Background: an optimization exercise with open tools, aiming at small area, a short achievable clock period and few clock cycles. Do not read the settings as production practice. Only simulation tests tie the RTL to the original design; equivalence was not proved. No activity file was given, so power comes from the tool's default toggle rates.

==> flow/design.v <==
module debounce_ctl (
    input  wire        clk,
    input  wire        rst,
    input  wire        in_valid,
    output wire        in_ready,
    input  wire [7:0]  op,
    input  wire [31:0] period,
    input  wire [9:0]  sample,
    input  wire [31:0] num,
    input  wire [31:0] den,
    input  wire        pin_init,
    output reg         resp_valid,
    output reg         resp_ok,
    output reg         ev_reset,
    output reg         ev_reset_warm,
    output reg         ev_persist,
    output reg  [7:0]  persist_val,
    output reg         ev_pulse,
    output reg         ev_diag_liveness,
    output reg         ev_diag_count,
    output reg  [8:0]  diag_n,
    output reg         ev_diag_lockdown,
    output reg         ev_act,
    output reg         ev_ind,
    output reg         ev_rearm,
    output reg         act,
    output reg         ind,
    output reg         locked,
    output reg         pwm_valid,
    output reg  [31:0] pwm_on,
    output reg  [31:0] pwm_off
);
    localparam [8:0]  WDT_MAX         = 9'd5;
    localparam        DEB_TARGET      = 3;
    localparam        LIV_TARGET      = 2;
    localparam [31:0] PWM_PERIOD_INIT = 32'd1000;
    localparam        DEB_W           = $clog2(DEB_TARGET + 1);
    localparam        LIV_W           = $clog2(LIV_TARGET + 1);
    localparam [1:0] FG_IDLE = 2'd0, FG_READY = 2'd1, FG_ON = 2'd2, FG_OFF = 2'd3;
    localparam [1:0] V_EDGE = 2'd0, V_DEB = 2'd1, V_LIV = 2'd2, V_WDT = 2'd3;
    localparam [1:0] S_IDLE = 2'd0, S_MUL = 2'd1, S_DIV = 2'd2, S_FIN = 2'd3;
    reg              booted;
    reg              pin_level;
    reg              edge_en, edge_pend;
    reg              deb_armed, deb_pend;
    reg [DEB_W-1:0]  deb_count;
    reg [8:0]        timeout_count;
    reg              wdt_pend;
    reg              liv_armed, liv_pend;
    reg [LIV_W-1:0]  liv_count;
    reg              pwm_enabled;
    reg [31:0]       pwm_period;
    reg [1:0]        fg;
    reg              frame_valid;
    reg [1:0]        frame_vec;
    reg [3:0]        frame_pc;
    reg [8:0]        frame_n;
    reg              store_valid;
    reg [7:0]        store_val;
    reg [1:0]        state;
    reg [31:0]       mul_a;
    reg [31:0]       div_d;
    reg [63:0]       div_q;
    reg [32:0]       div_r;
    reg [6:0]        div_cnt;
    assign in_ready = (state == S_IDLE);
    wire take = in_valid && in_ready;
    reg              n_booted, n_pin_level, n_edge_en, n_edge_pend;
    reg              n_deb_armed, n_deb_pend;
    reg [DEB_W-1:0]  n_deb_count;
    reg [8:0]        n_timeout_count;
    reg              n_locked, n_wdt_pend;
    reg              n_liv_armed, n_liv_pend;
    reg [LIV_W-1:0]  n_liv_count;
    reg              n_ind, n_act, n_pwm_enabled, n_pwm_valid;
    reg [31:0]       n_pwm_period;
    reg [1:0]        n_fg;
    reg              n_frame_valid;
    reg [1:0]        n_frame_vec;
    reg [3:0]        n_frame_pc;
    reg [8:0]        n_frame_n;
    reg              n_store_valid;
    reg [7:0]        n_store_val;
    reg              m_ok, m_reset, m_reset_warm, m_persist, m_pulse, m_diag_liveness;
    reg              m_diag_count, m_diag_lockdown, m_act, m_ind, m_rearm;
    reg [7:0]        m_persist_val;
    reg [8:0]        m_diag_n;
    reg              m_start_div;
    reg [31:0]       m_div_a, m_div_d;
    wire fg_idle_free = !frame_valid && (fg == FG_IDLE);
    wire duty_in_range = (den != 32'd0) && !num[31] && (num <= den);
    reg [DEB_W:0] deb_inc;
    reg [LIV_W:0] liv_inc;
    reg [9:0]     wdt_inc;
    always @* begin
        n_booted        = booted;
        n_pin_level     = pin_level;
        n_edge_en       = edge_en;
        n_edge_pend     = edge_pend;
        n_deb_armed     = deb_armed;
        n_deb_pend      = deb_pend;
        n_deb_count     = deb_count;
        n_timeout_count = timeout_count;
        n_locked        = locked;
        n_wdt_pend      = wdt_pend;
        n_liv_armed     = liv_armed;
        n_liv_pend      = liv_pend;
        n_liv_count     = liv_count;
        n_ind           = ind;
        n_act           = act;
        n_pwm_enabled   = pwm_enabled;
        n_pwm_valid     = pwm_valid;
        n_pwm_period    = pwm_period;
        n_fg            = fg;
        n_frame_valid   = frame_valid;
        n_frame_vec     = frame_vec;
        n_frame_pc      = frame_pc;
        n_frame_n       = frame_n;
        n_store_valid   = store_valid;
        n_store_val     = store_val;
        m_ok = 1'b0; m_reset = 1'b0; m_reset_warm = 1'b0; m_persist = 1'b0;
        m_pulse = 1'b0; m_diag_liveness = 1'b0; m_diag_count = 1'b0;
        m_diag_lockdown = 1'b0; m_act = 1'b0; m_ind = 1'b0; m_rearm = 1'b0;
        m_persist_val = 8'd0; m_diag_n = 9'd0;
        m_start_div = 1'b0; m_div_a = 32'd0; m_div_d = 32'd0;
        deb_inc = {1'b0, deb_count} + 1'b1;
        liv_inc = {1'b0, liv_count} + 1'b1;
        wdt_inc = {1'b0, timeout_count} + 1'b1;
        if (op == 8'h00 || op == 8'h01) begin
            m_ok          = 1'b1;
            m_reset       = 1'b1;
            m_reset_warm  = op[0];
            n_booted      = 1'b1;
            n_pin_level   = pin_init;
            n_edge_en     = 1'b1;
            n_edge_pend   = 1'b0;
            n_deb_armed   = 1'b0;
            n_deb_count   = {DEB_W{1'b0}};
            n_deb_pend    = 1'b0;
            n_locked      = 1'b0;
            n_wdt_pend    = 1'b0;
            n_liv_armed   = 1'b0;
            n_liv_count   = {LIV_W{1'b0}};
            n_liv_pend    = 1'b0;
            n_ind         = 1'b0;
            n_pwm_enabled = 1'b1;
            n_pwm_period  = PWM_PERIOD_INIT;
            n_pwm_valid   = 1'b0;
            n_act         = 1'b0;
            n_fg          = FG_IDLE;
            n_frame_valid = 1'b0;
            if (!op[0]) begin
                n_timeout_count = 9'd0;
                n_store_valid   = 1'b1;
                n_store_val     = 8'd0;
                m_persist       = 1'b1;
                m_persist_val   = 8'd0;
            end else begin
                n_timeout_count = store_valid ? {1'b0, store_val} : 9'd0;
            end
        end else if (booted) begin
            case (op)
            8'h10, 8'h18: begin                       
                m_ok        = 1'b1;
                n_pin_level = !pin_level;
                if (edge_en || op[3])
                    n_edge_pend = 1'b1;
            end
            8'h11: begin m_ok = 1'b1; n_deb_pend = 1'b1; end       
            8'h12: begin m_ok = 1'b1; n_liv_pend = 1'b1; end       
            8'h13: begin m_ok = 1'b1; n_wdt_pend = 1'b1; end       
            8'h14: begin m_ok = 1'b1; n_store_valid = 1'b0; end    
            8'h20: if (fg_idle_free) begin                         
                m_ok         = 1'b1;
                n_pwm_period = period;
                n_pwm_valid  = 1'b0;
            end
            8'h21: if (fg_idle_free) begin                         
                m_ok          = 1'b1;
                n_pwm_enabled = 1'b1;
            end
            8'h22: if (fg_idle_free) begin                         
                m_ok          = 1'b1;
                n_pwm_enabled = 1'b0;
                n_act         = 1'b0;
                m_act         = 1'b1;
            end
            8'h23: if (fg_idle_free) begin                         
                m_ok = 1'b1;
                if (pwm_enabled) begin
                    n_pwm_enabled = 1'b0;
                    n_act         = 1'b0;
                    m_act         = 1'b1;
                end else begin
                    n_pwm_enabled = 1'b1;
                end
            end
            8'h24: if (fg_idle_free) begin                         
                m_ok = 1'b1;
                if (pwm_enabled) begin
                    m_start_div = 1'b1;
                    m_div_a     = {22'd0, sample};
                    m_div_d     = 32'd1023;
                end
            end
            8'h25: if (fg_idle_free) begin                         
                m_ok = 1'b1;
                if (pwm_enabled && duty_in_range) begin
                    m_start_div = 1'b1;
                    m_div_a     = num;
                    m_div_d     = den;
                end
            end
            8'h26: if (!frame_valid && fg == FG_READY) begin       
                m_ok  = 1'b1;
                n_act = 1'b1;
                m_act = 1'b1;
                n_fg  = FG_ON;
            end
            8'h27: if (!frame_valid && fg == FG_ON) begin          
                m_ok  = 1'b1;
                n_act = 1'b0;
                m_act = 1'b1;
                n_fg  = FG_OFF;
            end
            8'h28: if (!frame_valid && fg == FG_OFF) begin         
                m_ok = 1'b1;
                n_fg = FG_IDLE;
            end
            8'h30: if (edge_pend && edge_en && !frame_valid) begin    
                m_ok          = 1'b1;
                n_edge_pend   = 1'b0;
                n_frame_valid = 1'b1;
                n_frame_vec   = V_EDGE;
                n_frame_pc    = 4'd0;
                n_frame_n     = 9'd0;
            end
            8'h31: if (deb_pend && deb_armed && !frame_valid) begin   
                m_ok          = 1'b1;
                n_deb_pend    = 1'b0;
                n_frame_valid = 1'b1;
                n_frame_vec   = V_DEB;
                n_frame_pc    = 4'd0;
                n_frame_n     = 9'd0;
            end
            8'h32: if (liv_pend && liv_armed && !frame_valid) begin   
                m_ok          = 1'b1;
                n_liv_pend    = 1'b0;
                n_frame_valid = 1'b1;
                n_frame_vec   = V_LIV;
                n_frame_pc    = 4'd0;
                n_frame_n     = 9'd0;
            end
            8'h33: if (wdt_pend && !frame_valid) begin                
                m_ok          = 1'b1;
                n_wdt_pend    = 1'b0;
                n_frame_valid = 1'b1;
                n_frame_vec   = V_WDT;
                n_frame_pc    = 4'd0;
                n_frame_n     = 9'd0;
            end
            8'h3F: if (frame_valid) begin                             
                m_ok = 1'b1;
                case (frame_vec)
                V_EDGE: case (frame_pc)
                    4'd0: begin
                        n_edge_en  = 1'b0;
                        n_frame_pc = 4'd1;
                    end
                    4'd1: begin
                        n_deb_armed = 1'b1;
                        n_deb_count = {DEB_W{1'b0}};
                        n_frame_pc  = 4'd2;
                    end
                    default: begin
                        if (pin_level) begin
                            m_pulse         = 1'b1;
                            m_diag_liveness = 1'b1;
                        end
                        n_frame_valid = 1'b0;
                    end
                endcase
                V_DEB: case (frame_pc)
                    4'd0: begin
                        if (deb_inc >= DEB_TARGET) begin
                            n_deb_count = {DEB_W{1'b0}};
                            n_frame_pc  = 4'd1;
                        end else begin
                            n_deb_count   = deb_inc[DEB_W-1:0];
                            n_frame_valid = 1'b0;
                        end
                    end
                    4'd1: begin
                        n_edge_en  = 1'b1;
                        n_frame_pc = 4'd2;
                    end
                    default: begin
                        n_deb_armed   = 1'b0;
                        n_frame_valid = 1'b0;
                    end
                endcase
                V_LIV: begin
                    if (liv_inc >= LIV_TARGET) begin
                        n_liv_count = {LIV_W{1'b0}};
                        n_ind       = !ind;
                        m_ind       = 1'b1;
                    end else begin
                        n_liv_count = liv_inc[LIV_W-1:0];
                    end
                    n_frame_valid = 1'b0;
                end
                default: case (frame_pc)                              
                    4'd0: begin
                        if (locked) begin
                            n_frame_pc = 4'd8;
                        end else begin
                            n_frame_n       = wdt_inc[8:0];
                            n_timeout_count = wdt_inc[8:0];
                            n_frame_pc      = 4'd1;
                        end
                    end
                    4'd1: begin
                        m_diag_count = 1'b1;
                        m_diag_n     = frame_n;
                        n_frame_pc   = 4'd2;
                    end
                    4'd2: begin
                        if (frame_n < WDT_MAX) begin
                            n_store_valid = 1'b1;
                            n_store_val   = frame_n[7:0];
                            m_persist     = 1'b1;
                            m_persist_val = frame_n[7:0];
                            n_frame_pc    = 4'd8;
                        end else begin
                            n_locked   = 1'b1;
                            n_frame_pc = 4'd3;
                        end
                    end
                    4'd3: begin
                        m_diag_lockdown = 1'b1;
                        n_frame_pc      = 4'd4;
                    end
                    4'd4: begin
                        n_edge_en  = 1'b0;
                        n_frame_pc = 4'd5;
                    end
                    4'd5: begin
                        n_deb_armed = 1'b0;
                        n_deb_count = {DEB_W{1'b0}};
                        n_frame_pc  = 4'd6;
                    end
                    4'd6: begin
                        n_pwm_enabled = 1'b0;
                        n_act         = 1'b0;
                        m_act         = 1'b1;
                        n_frame_pc    = 4'd7;
                    end
                    4'd7: begin
                        n_liv_armed = 1'b1;
                        n_liv_count = {LIV_W{1'b0}};
                        n_frame_pc  = 4'd8;
                    end
                    default: begin
                        m_rearm       = 1'b1;
                        n_frame_valid = 1'b0;
                    end
                endcase
                endcase
            end
            default: ;                                                
            endcase
        end
    end
    wire [32:0] rem_shift = {div_r[31:0], div_q[63]};
    wire        rem_ge    = rem_shift >= {1'b0, div_d};
    wire [33:0] rem_twice = {div_r, 1'b0};
    wire [31:0] on_time   = div_q[31:0] + {31'd0, (rem_twice >= {2'b00, div_d})};
    always @(posedge clk) begin
        if (rst) begin
            state            <= S_IDLE;
            booted           <= 1'b0;
            pin_level        <= 1'b0;
            edge_en          <= 1'b1;
            edge_pend        <= 1'b0;
            deb_armed        <= 1'b0;
            deb_pend         <= 1'b0;
            deb_count        <= {DEB_W{1'b0}};
            timeout_count    <= 9'd0;
            locked           <= 1'b0;
            wdt_pend         <= 1'b0;
            liv_armed        <= 1'b0;
            liv_pend         <= 1'b0;
            liv_count        <= {LIV_W{1'b0}};
            ind              <= 1'b0;
            act              <= 1'b0;
            pwm_enabled      <= 1'b1;
            pwm_valid        <= 1'b0;
            pwm_period       <= PWM_PERIOD_INIT;
            fg               <= FG_IDLE;
            frame_valid      <= 1'b0;
            frame_vec        <= 2'd0;
            frame_pc         <= 4'd0;
            frame_n          <= 9'd0;
            store_valid      <= 1'b0;
            store_val        <= 8'd0;
            resp_valid       <= 1'b0;
            resp_ok          <= 1'b0;
            ev_reset         <= 1'b0;
            ev_reset_warm    <= 1'b0;
            ev_persist       <= 1'b0;
            persist_val      <= 8'd0;
            ev_pulse         <= 1'b0;
            ev_diag_liveness <= 1'b0;
            ev_diag_count    <= 1'b0;
            diag_n           <= 9'd0;
            ev_diag_lockdown <= 1'b0;
            ev_act           <= 1'b0;
            ev_ind           <= 1'b0;
            ev_rearm         <= 1'b0;
        end else begin
            resp_valid       <= 1'b0;
            resp_ok          <= 1'b0;
            ev_reset         <= 1'b0;
            ev_reset_warm    <= 1'b0;
            ev_persist       <= 1'b0;
            persist_val      <= 8'd0;
            ev_pulse         <= 1'b0;
            ev_diag_liveness <= 1'b0;
            ev_diag_count    <= 1'b0;
            diag_n           <= 9'd0;
            ev_diag_lockdown <= 1'b0;
            ev_act           <= 1'b0;
            ev_ind           <= 1'b0;
            ev_rearm         <= 1'b0;
            case (state)
            S_IDLE: if (take) begin
                if (m_start_div) begin
                    mul_a <= m_div_a;
                    div_d <= m_div_d;
                    state <= S_MUL;
                end else begin
                    booted        <= n_booted;
                    pin_level     <= n_pin_level;
                    edge_en       <= n_edge_en;
                    edge_pend     <= n_edge_pend;
                    deb_armed     <= n_deb_armed;
                    deb_pend      <= n_deb_pend;
                    deb_count     <= n_deb_count;
                    timeout_count <= n_timeout_count;
                    locked        <= n_locked;
                    wdt_pend      <= n_wdt_pend;
                    liv_armed     <= n_liv_armed;
                    liv_pend      <= n_liv_pend;
                    liv_count     <= n_liv_count;
                    ind           <= n_ind;
                    act           <= n_act;
                    pwm_enabled   <= n_pwm_enabled;
                    pwm_valid     <= n_pwm_valid;
                    pwm_period    <= n_pwm_period;
                    fg            <= n_fg;
                    frame_valid   <= n_frame_valid;
                    frame_vec     <= n_frame_vec;
                    frame_pc      <= n_frame_pc;
                    frame_n       <= n_frame_n;
                    store_valid   <= n_store_valid;
                    store_val     <= n_store_val;
                    resp_valid       <= 1'b1;
                    resp_ok          <= m_ok;
                    ev_reset         <= m_reset;
                    ev_reset_warm    <= m_reset_warm;
                    ev_persist       <= m_persist;
                    persist_val      <= m_persist_val;
                    ev_pulse         <= m_pulse;
                    ev_diag_liveness <= m_diag_liveness;
                    ev_diag_count    <= m_diag_count;
                    diag_n           <= m_diag_n;
                    ev_diag_lockdown <= m_diag_lockdown;
                    ev_act           <= m_act;
                    ev_ind           <= m_ind;
                    ev_rearm         <= m_rearm;
                end
            end
            S_MUL: begin
                div_q   <= mul_a * pwm_period;
                div_r   <= 33'd0;
                div_cnt <= 7'd0;
                state   <= S_DIV;
            end
            S_DIV: begin
                if (rem_ge)
                    div_r <= rem_shift - {1'b0, div_d};
                else
                    div_r <= rem_shift;
                div_q   <= {div_q[62:0], rem_ge};
                div_cnt <= div_cnt + 7'd1;
                if (div_cnt == 7'd63)
                    state <= S_FIN;
            end
            default: begin                                    
                pwm_on     <= on_time;
                pwm_off    <= pwm_period - on_time;
                pwm_valid  <= 1'b1;
                fg         <= FG_READY;
                resp_valid <= 1'b1;
                resp_ok    <= 1'b1;
                state      <= S_IDLE;
            end
            endcase
        end
    end
endmodule
==> flow/run.sh <==
#!/bin/bash
# synth_recipe.tcl (not shown) runs the flow's synth.tcl, then flattens the netlist and writes it again
# the make line also repeats each setting of config.mk as NAME=value (left out here)
make -C /OpenROAD-flow-scripts/flow DESIGN_CONFIG=/design/flow/config.mk WORK_HOME=/design/flow/orfs CLKGATE_MAP_FILE= SYNTH_SCRIPT=/design/flow/synth_recipe.tcl finish
==> flow/config.mk <==
export PLATFORM = sky130hd
export DESIGN_NAME = debounce_ctl
export DESIGN_NICKNAME = debounce_ctl
export VERILOG_FILES = /design/flow/design.v
export SDC_FILE = /design/flow/constraint.sdc
export NUM_CORES = 4
export LEC_CHECK = 0
export CAP_MARGIN = 20
export CORE_MARGIN = 2
export CORE_UTILIZATION = 40
export SLEW_MARGIN = 20
==> flow/constraint.sdc <==
create_clock -name core_clock -period 10.0 [get_ports {clk}]
set_input_delay 2.0000 -clock core_clock [delete_from_list [all_inputs] [get_ports {clk}]]
set_output_delay 2.0000 -clock core_clock [all_outputs]
set_load 0.01 [all_outputs]
==> reports/qor.csv <==
metric;value;unit
hpwlAfterDp;133000;um
seq_area_frac_synth;0.177;
fin_hold_ws;0.457;ns
tritoncts;done;
cts.clk_slew.worst_paths;0.06;ns
ir_drop;0.000140;V
clock_path_buffers;3;
grt_antenna_before_repair;21;
worst_slew_margin_rel;0.245;
dp_cells;7387;
crit_arrival;9.80;ns
synthArstFlopShare;0;
setup.worst_path.end_class;flop;
status;finished clean;
ys_ff_latch;348;
finalClockSkew;0.0384;ns
place_ws;0.768;ns
drt-wirelength-per-cell;22.0;um
die-height;366;um
final.setup.worst_slack;0.672;ns
synth_area;52500;um^2
dr.pass1.iters;5;
tightest_slew;1.12;ns
yosys.area_share.adder;0.430;
nets;7076;
viasPerCell;5.37;
gr-usage-all-layers;0.245;
io_pins;216;
setup_tns;0;ns
fin_crit;9.33;ns
period_share;0.933;
h-tree-depth;2;
initial_utilization;0.404;
place.port_buffers;215;
netlist.area_leader.share;0.342;
num_rows;132;
drc;0;
die_w;366;um
cts_made_buffers;46;
grt_pass1_vias;41500;
drtIter0Drc;3173;
vias;40200;
cts_resized;0;
synth_top_family_by_area;adder cells;
synth-edff-count;232;
synth_area_leaders;fa_1, edfxtp_1, ha_1, and2_1, inv_1;
grt_first_pass_wirelength;253000;um
ys_types;89;
synth_ff_type;edfxtp_1;
hold_buffers;0;
final_cells;7475;
yosys.area.top_type;fa_1;
netlist_instances;5619;
p_per_area;67.8;nW/um^2
cap_violations;0;
syn_to_final_growth;10.6;%
fin_total_pwr;3.94;mW
clk_latency;0.67;ns
setup_violations;0;
grt-ovfl-total;0;
core_area;130000;um^2
die-area;134000;um^2
avgSynthCellArea;9.34;um^2
cts_root_buf;clkbuf_16;
p_leak;27.2;nW
antenna_left;0;
required;10.47;ns
start_kind;flop;
post-cts-setup-buffers;0;
routabilityCongestion;0.924;
cts.sink_count;348;
grt_max_degree;72;
rsz0062_at_grt;false;
yosys.area_share.simple;0.175;
final-hold-violation-count;0;
wirelength;164000;um
crit_type;reg -> reg;
ys_warn_count;1;
path_max_fanout;22;
holdCritPathClass;reg -> reg;
synthMuxAreaShare;0.00741;
synth_xor_area_frac;0.0255;
final_layout_size_suffix_gt1_frac;0.0424;
fmax;0.107;GHz
slew_violations;0;
synth_compound_area_frac;0.0913;
==> layout by cell type, fill, tap and decap left out, drive strengths merged, types with 16 or more instances in the layout <==
cell / netlist / final
a31oi: 29 / 29
ha: 367 / 367
clkdlybuf4s50: 0 / 214
and2: 642 / 642
mux2i: 31 / 31
and3: 31 / 31
a21oi: 171 / 171
o21ai: 150 / 150
nor2: 201 / 201
o31ai: 17 / 17
o211ai: 16 / 16
xnor2: 82 / 82
a211oi: 32 / 32
o21bai: 16 / 16
nor4: 41 / 41
nand2: 610 / 610
xor2: 71 / 71
clkbuf: 293 / 72
nand4: 41 / 41
inv: 986 / 993
nor3: 58 / 58
edfxtp: 232 / 232
nand3: 69 / 69
or3: 16 / 16
nor2b: 27 / 27
o21a: 23 / 23
nand2b: 25 / 25
a21o: 95 / 95
a21boi: 16 / 16
fa: 898 / 898
buf: 25 / 125
a41o: 24 / 24
dfxtp: 116 / 116
o311a: 24 / 24
==> area by class of cell <==
cell class / count / area, um^2
Antenna cell: 2 / 5.00
Clock buffer: 72 / 1300
Clock inverter: 14 / 169
Fill cell: 12600 / 71700
Inverter: 987 / 3700
Multi-Input combinational cell: 3971 / 38400
Sequential cell: 348 / 9290
Tap cell: 1742 / 2180
Timing Repair Buffer: 339 / 3080
==> stage by stage <==
stage                      util  cell area, um^2
after floorplan               -            52500
after global placement    0.436            56600
after detailed placement  0.436            56600
after CTS                 0.447            58100
after global routing      0.447            58100
final                     0.447            58100
==> critical path, cell delays in order, from the launching register on <==
cell,delay (ns)
edfxtp_1,1.06
buf_4,0.38
nand2_1,0.10
fa_1,0.52
inv_1,0.07
fa_1,0.56
fa_1,0.45
fa_1,0.51
fa_1,0.57
fa_1,0.44
fa_1,0.51
fa_1,0.41
ha_1,0.47
nand4_1,0.22
or3_1,0.45
nor3_1,0.61
a31oi_1,0.47
o21ai_1,0.52
a41oi_1,0.30
o211a_1,0.28
a311oi_1,0.24
==> sequential cells by signal (all words and copies together) (netlist names), 2 cells and up <==
register and cells:
div_cnt 7, pwm_on 32, frame_pc 4, deb_count 2, fg 2, frame_n 9, mul_a 32, div_r 33
diag_n 9, state 2, div_q 64, pwm_period 32, frame_vec 2, pwm_off 32, persist_val 8, liv_count 2
div_d 32, timeout_count 9, store_val 8
==> Yosys cell counts (23+ instances only) <==
library cell    n
inv_1         986
fa_1          898
and2_1        642
nand2_1       610
ha_1          367
clkbuf_1      292
edfxtp_1      232
nor2_1        200
a21oi_1       168
o21ai_0       144
dfxtp_1       116
a21o_1         94
xnor2_1        82
xor2_1         71
nand3_1        69
nor3_1         56
nand4_1        41
nor4_1         40
and3_1         31
mux2i_1        31
a211oi_1       30
a31oi_1        29
nor2b_1        27
a41o_1         24
nand2b_1       24
o311a_1        24
o21a_1         23
==> cells by family after synthesis <==
group	Yosys count
buffers and inverters	1305
AO/OA/AOI/OAI	707
multiplexers	38
adder cells (fa/ha/maj)	1265
other	1
XOR/XNOR	153
AND/OR/NAND/NOR	1802
flip-flops	348
==> metal layers <==
layer | up-vias | part of all wire | GRT usage
met3 | 243 | 0.082 | 0.0536
met2 | 1373 | 0.47 | 0.397
met5 | - | 0.0012 | 0
li1 | 17900 | - | -
met1 | 20600 | 0.43 | 0.333
met4 | 30 | 0.025 | 0.0615
==> power by group <==
group          switching [mW]  internal, mW
combinational           0.367         0.234
clock                   0.762         0.912
sequential             0.0457          1.62
==> path summary, 6_finish.rpt <==
path / startpoint / end / slack, ns / depth (start not counted)
worst max-delay path: mul_a[4] / div_q[61] / 0.67 / 20
worst max register to register: mul_a[4] / div_q[61] / 0.67 / 20
worst min-delay path: pwm_valid / pwm_valid / 0.46 / 2
worst min register to register: pwm_valid / pwm_valid / 0.46 / 2
Testbench counts, summed over its fixed seeds: cycles 135,176.

## static timing again, ports no longer ideal
How much do the figures lean on ideal ports? The routed layout below was timed once more, with nothing changed but the port constraints.
Step 1 sets driving cells, clkbuf_16 on the clock port and buf_2 on the other inputs (assumed; they add their load-dependent delay and slew).
Step 2 also shifts input and output timing later by t, the mid clock arrival at the registers, as if the neighbouring blocks saw the same clock.
a / b / c = ideal / step 1 / step 2; a / b = the first two.
t, ns: 0.730
setup WS [ns]: 0.672 / 0.672 / 0.672
worst setup path at the end: register to register
slew at the worst register clock pin (ns): 0.08 / 0.08
cell pins on the clock port's net: 1
After both steps setup and hold are still met in this run. For this run, drivers alone change the setup slack by 0.000 ns; drivers and shift together by 0.000 ns.
